From an optimization exercise on the open Yosys and OpenROAD flow, aimed at small area; shortcuts taken in it are not production practice.
The RTL was checked by simulation tests, not by an equivalence proof against the original design.
Power and IR drop assume default switching activity.

## old
==> flow/design.v (excerpt) <==
module spi_seq (
    input  wire        clk,
    input  wire        rst,
    input  wire        reg_we,
    input  wire [3:0]  reg_addr,
    input  wire [31:0] reg_wdata,
    output reg  [31:0] reg_rdata,
    output wire        cmd_ready,
    output wire        irq,
    output reg         cs_n,
    output reg         dc,
    output reg         rst_n,
    output reg         tx_req,
    output reg  [5:0]  tx_len,
    input  wire        tx_ack,
    input  wire        tx_err,
    input  wire [4:0]  tb_addr,
    output reg  [7:0]  tb_data,
    output reg         tmr_req,
    output reg  [15:0] tmr_ms,
    input  wire        tmr_done
);
    localparam T_RESET_RECOVERY_MS = 16'd120;
    localparam T_POST_INIT_MS      = 16'd100;
    localparam T_SLEEP_IN_MS       = 16'd5;
    localparam T_SLEEP_OUT_MS      = 16'd120;
    localparam T_SLPOUT_INIT_MS    = 16'd120;
    localparam S_UNINIT = 3'd0, S_RESETTING = 3'd1, S_INITIALIZING = 3'd2,
               S_READY = 3'd3, S_FLUSHING = 3'd4, S_SLEEPING = 3'd5, S_CLOSED = 3'd6;
    localparam OP_INIT = 8'h01, OP_WP = 8'h02, OP_DI = 8'h03, OP_CLEAR = 8'h04,
               OP_FLUSH = 8'h05, OP_SLEEP = 8'h06, OP_WAKE = 8'h07, OP_CLOSE = 8'h08;
    localparam R_OK = 3'd0, R_OOB = 3'd1, R_TERR = 3'd2, R_INITERR = 3'd3,
               R_CLOSED = 3'd4, R_FLUSHERR = 3'd5, R_INVSTATE = 3'd6, R_ILLEGAL = 3'd7;
    localparam PH_NONE = 2'd0, PH_XY = 2'd1, PH_WH = 2'd2, PH_DATA = 2'd3;
    localparam E_IDLE = 3'd0, E_DISPATCH = 3'd1, E_RUN = 3'd2, E_XWAIT = 3'd3,
               E_DWAIT = 3'd4, E_STAGE = 3'd5;
    reg [15:0] pb [0:63];                 
    reg [2:0]  state;
    reg        locked;
    reg [2:0]  result;
    reg [7:0]  last_op;
    reg        close_pending;
    reg        done_ie;
  ...
For scale: about 48,000 µm² of cells after synthesis.
Settings: LEC_CHECK=0, CAP_MARGIN=20, CELL_PAD_IN_SITES_DETAIL_PLACEMENT=0, CELL_PAD_IN_SITES_GLOBAL_PLACEMENT=0, CORE_MARGIN=2, CORE_UTILIZATION=50, CTS_BUF_LIST=sky130_fd_sc_hd__clkbuf_8, CTS_CLUSTER_DIAMETER=80, CTS_CLUSTER_SIZE=14, PLACE_DENSITY=0.65, SLEW_MARGIN=30, SYNTH_HIERARCHICAL=1, SYNTH_MINIMUM_KEEP_SIZE=0, BUFFER_PORTS_ARGS=-buffer_cell sky130_fd_sc_hd__buf_1, CTS_ARGS=-sink_clustering_enable -repair_clock_nets -dont_use_dummy_load -buf_list sky130_fd_sc_hd__clkbuf_8 -sink_clustering_size 14 -sink_clustering_max_diameter 80; clock period 20.0 ns.
standard.sh (not shown) runs the stock make flow with config.mk's settings and CLKGATE_MAP_FILE= SYNTH_SCRIPT=/design/flow/synth_recipe.tcl, a recipe that flattens the netlist after the stock synthesis.
==> flow/flow/run.sh <==
#!/bin/bash
# The standard layout (standard.sh) with three changes:
#  - plain buffers on the ports (BUFFER_PORTS_ARGS);
#  - clock tree synthesis without dummy loads (buffer list and clustering as
#    in config.mk);
#  - after the standard synthesis, its combinational logic is re-mapped with
#    an area-oriented ABC script (flow/remap.tcl, flow/area.abc). Registers
#    and tie cells keep their instances, names and cell types. If the
#    re-mapping fails, the standard netlist is used unchanged.
# Each tool writes its output to a log of its own in this folder.
cat >> config.mk <<'EOT'
export BUFFER_PORTS_ARGS = -buffer_cell sky130_fd_sc_hd__buf_1
export CTS_ARGS = -sink_clustering_enable -repair_clock_nets -dont_use_dummy_load -buf_list sky130_fd_sc_hd__clkbuf_8 -sink_clustering_size 14 -sink_clustering_max_diameter 80
EOT
R=$PWD/orfs/results/$FLOW_PLATFORM/spi_seq/base
bash standard.sh synth > standard_synth.log 2>&1
if [[ -f $R/1_2_yosys.v ]]; then
  cp $R/1_2_yosys.v $R/1_2_yosys_std.v
  YOSYS=$FLOW_HOME/../tools/install/yosys/bin/yosys
  [[ -x $YOSYS ]] || YOSYS=yosys
  if REMAP_IN=$R/1_2_yosys_std.v REMAP_OUT=$R/1_2_yosys_remap.v \
     REMAP_LIB=$FLOW_HOME/platforms/$FLOW_PLATFORM/lib/sky130_fd_sc_hd__tt_025C_1v80.lib \
     REMAP_ABC=$PWD/flow/area.abc \
     $YOSYS -c flow/remap.tcl > remap.log 2>&1 && [[ -s $R/1_2_yosys_remap.v ]]; then
    cp $R/1_2_yosys_remap.v $R/1_2_yosys.v
    touch $R/1_2_yosys.v
  fi
fi
bash standard.sh > standard.log 2>&1
Other scripts of this flow, unchanged in this note and not shown: flow/flow/area.abc, flow/flow/remap.tcl
old | stages: all done | timing, DRC, antenna: all pass
## Diff of input files: new against old
- swapping 30 for 20 in SLEW_MARGIN
[summary]
- The wire length reported for new is smaller than that of old by 1000 µm.
- Number of antenna violations at the first check in global routing ends up lower on new.
- met1 track utilization from global routing on new is up relative to old.
- Reported for new and old, CTS buffer count turned out identical to the last digit.
- For total power draw, old and new come out practically identical.
- old → new: share of the final layout cell area in sequential cells +0.47 points, share of the cycle needed by the critical path after routing +3.3 points.
- On cell-internal power, old tracks new almost exactly.
- old → new: cell leakage power now smaller; routed metal-1 wirelength comparable; first-pass GRT wire length now smaller.

Another version of the RTL of spi_seq (not shown whole).
For scale: about 3400 cells after synthesis, ~120 I/O pins, about 48000 sq um of cells after synthesis.
Settings: LEC_CHECK=0, CAP_MARGIN=10, CELL_PAD_IN_SITES_DETAIL_PLACEMENT=0, CELL_PAD_IN_SITES_GLOBAL_PLACEMENT=0, CORE_MARGIN=2, CORE_UTILIZATION=50, CTS_BUF_LIST=sky130_fd_sc_hd__clkbuf_8, CTS_CLUSTER_DIAMETER=80, CTS_CLUSTER_SIZE=14, PLACE_DENSITY=0.65, SLEW_MARGIN=10, SYNTH_HIERARCHICAL=1, SYNTH_MINIMUM_KEEP_SIZE=0, BUFFER_PORTS_ARGS=-buffer_cell sky130_fd_sc_hd__buf_1, CTS_ARGS=-sink_clustering_enable -repair_clock_nets -dont_use_dummy_load -buf_list sky130_fd_sc_hd__clkbuf_8 -sink_clustering_size 14 -sink_clustering_max_diameter 80; clock period 20.0 ns.
==> flow/flow/area.abc <==
&get -n
&st
&syn2
&dch -f
&nf -a -R 1000
&put
mfs2
strash
&get -n
&st
&syn2
&dch -f
&nf -a -R 1000
&put
mfs2
strash
&get -n
&st
&dch -f
&nf -a -R 1000
&put
mfs2
strash
&get -n
&st
&syn2
&dch -f
&nf -a -R 1000
&put
mfs2
strash
&get -n
&st
&syn2
&dch -f
&nf -a -R 1000
&put
mfs2
strash
&get -n
&st
&dch -f
&nf -a -R 1000
&put
==> flow/flow/remap.tcl <==
# Re-map the combinational logic of the standard synthesis netlist with an
# area-oriented ABC script. Registers (and tie cells) are kept as they are:
# same instances, names and cell types. Usage (yosys -c):
#   REMAP_IN, REMAP_OUT, REMAP_LIB, REMAP_ABC in the environment.
yosys read_liberty -ignore_miss_func $::env(REMAP_LIB)
yosys read_verilog $::env(REMAP_IN)
yosys hierarchy -top spi_seq
set fh [open $::env(REMAP_IN) r]
set text [read $fh]
close $fh
set keep {}
foreach c [lsort -unique [regexp -all -inline {sky130_fd_sc_hd__\w+} $text]] {
  if {[regexp {__(e?dfx|df|sdf|sedf|dl|conb)} $c]} { lappend keep $c }
}
foreach c $keep { yosys setattr -mod -set keep_hierarchy 1 $c }
yosys flatten
yosys opt_clean
yosys abc -liberty $::env(REMAP_LIB) -script $::env(REMAP_ABC) -dont_use sky130_fd_sc_hd__probe_p_8 -dont_use sky130_fd_sc_hd__probec_p_8 -dont_use sky130_fd_sc_hd__lpflow_*
yosys opt_clean -purge
yosys hilomap -singleton -hicell sky130_fd_sc_hd__conb_1 HI -locell sky130_fd_sc_hd__conb_1 LO
yosys splitnets
yosys opt_clean -purge
yosys insbuf -buf sky130_fd_sc_hd__buf_4 A X
yosys setattr -mod -unset keep_hierarchy
yosys select spi_seq
yosys write_verilog -noattr -nohex -nodec -selected $::env(REMAP_OUT).tmp.v
yosys design -reset
yosys read_liberty -lib $::env(REMAP_LIB)
yosys read_verilog $::env(REMAP_OUT).tmp.v
yosys hierarchy -check -top spi_seq
yosys stat -liberty $::env(REMAP_LIB)
yosys check -assert -mapped
yosys write_verilog -noattr -nohex -nodec $::env(REMAP_OUT)
Scripts as last shown in full above: flow/flow/run.sh
The first run finished with max-slew violations left.
Then changed:
==> flow/flow/area.abc (replaced) <==
&get -n
&st
&dch
&nf -a
&put
mfs2
strash
&get -n
&st
&dch
&nf -a
&put
The changed run completed without violations.
Wire length fell by about 20%.
Worst setup slack degrades by 0.26 ns.
Via count fell by 5.8%.
Design area rose by 1.1%.
Power fell by 0.85%.
Die area rose by 2.5%.
Global-route usage fell by 12 points.

## what the ideal ports hide
No port has a modelled driver above. Below, the same layouts with a new extraction and two added sets of constraints. Step 1: set_driving_cell puts a clkbuf_16 on clk and a buf_2 on each other input, an assumption about the parent block. Step 2, shift: input delay + t, output delay - t, t = (earliest + latest rising clock arrival at the registers) / 2. This alone moves slack from input paths to output paths. Slacks: ideal ports / drivers / drivers and shift; pairs: ideal ports / drivers.
run	shift t [ns]	setup slack, ns	latest minus earliest clock arrival (ns)	worst slew at a driven data input, ns
old	0.877	3.794 / 3.745 / 3.745	0.136 / 0.135	0.04
new	0.877	3.128 / 3.066 / 3.066	0.113 / 0.113	0.06
the first run of note 2	0.841	3.440 / 3.372 / 3.372	0.143 / 0.142	0.06
the second run of note 2	0.826	3.180 / 3.156 / 3.156	0.094 / 0.095	0.04
For the first run of note 2, which loses most, drivers alone change the setup slack by -0.068 ns; drivers and shift together by -0.068 ns.
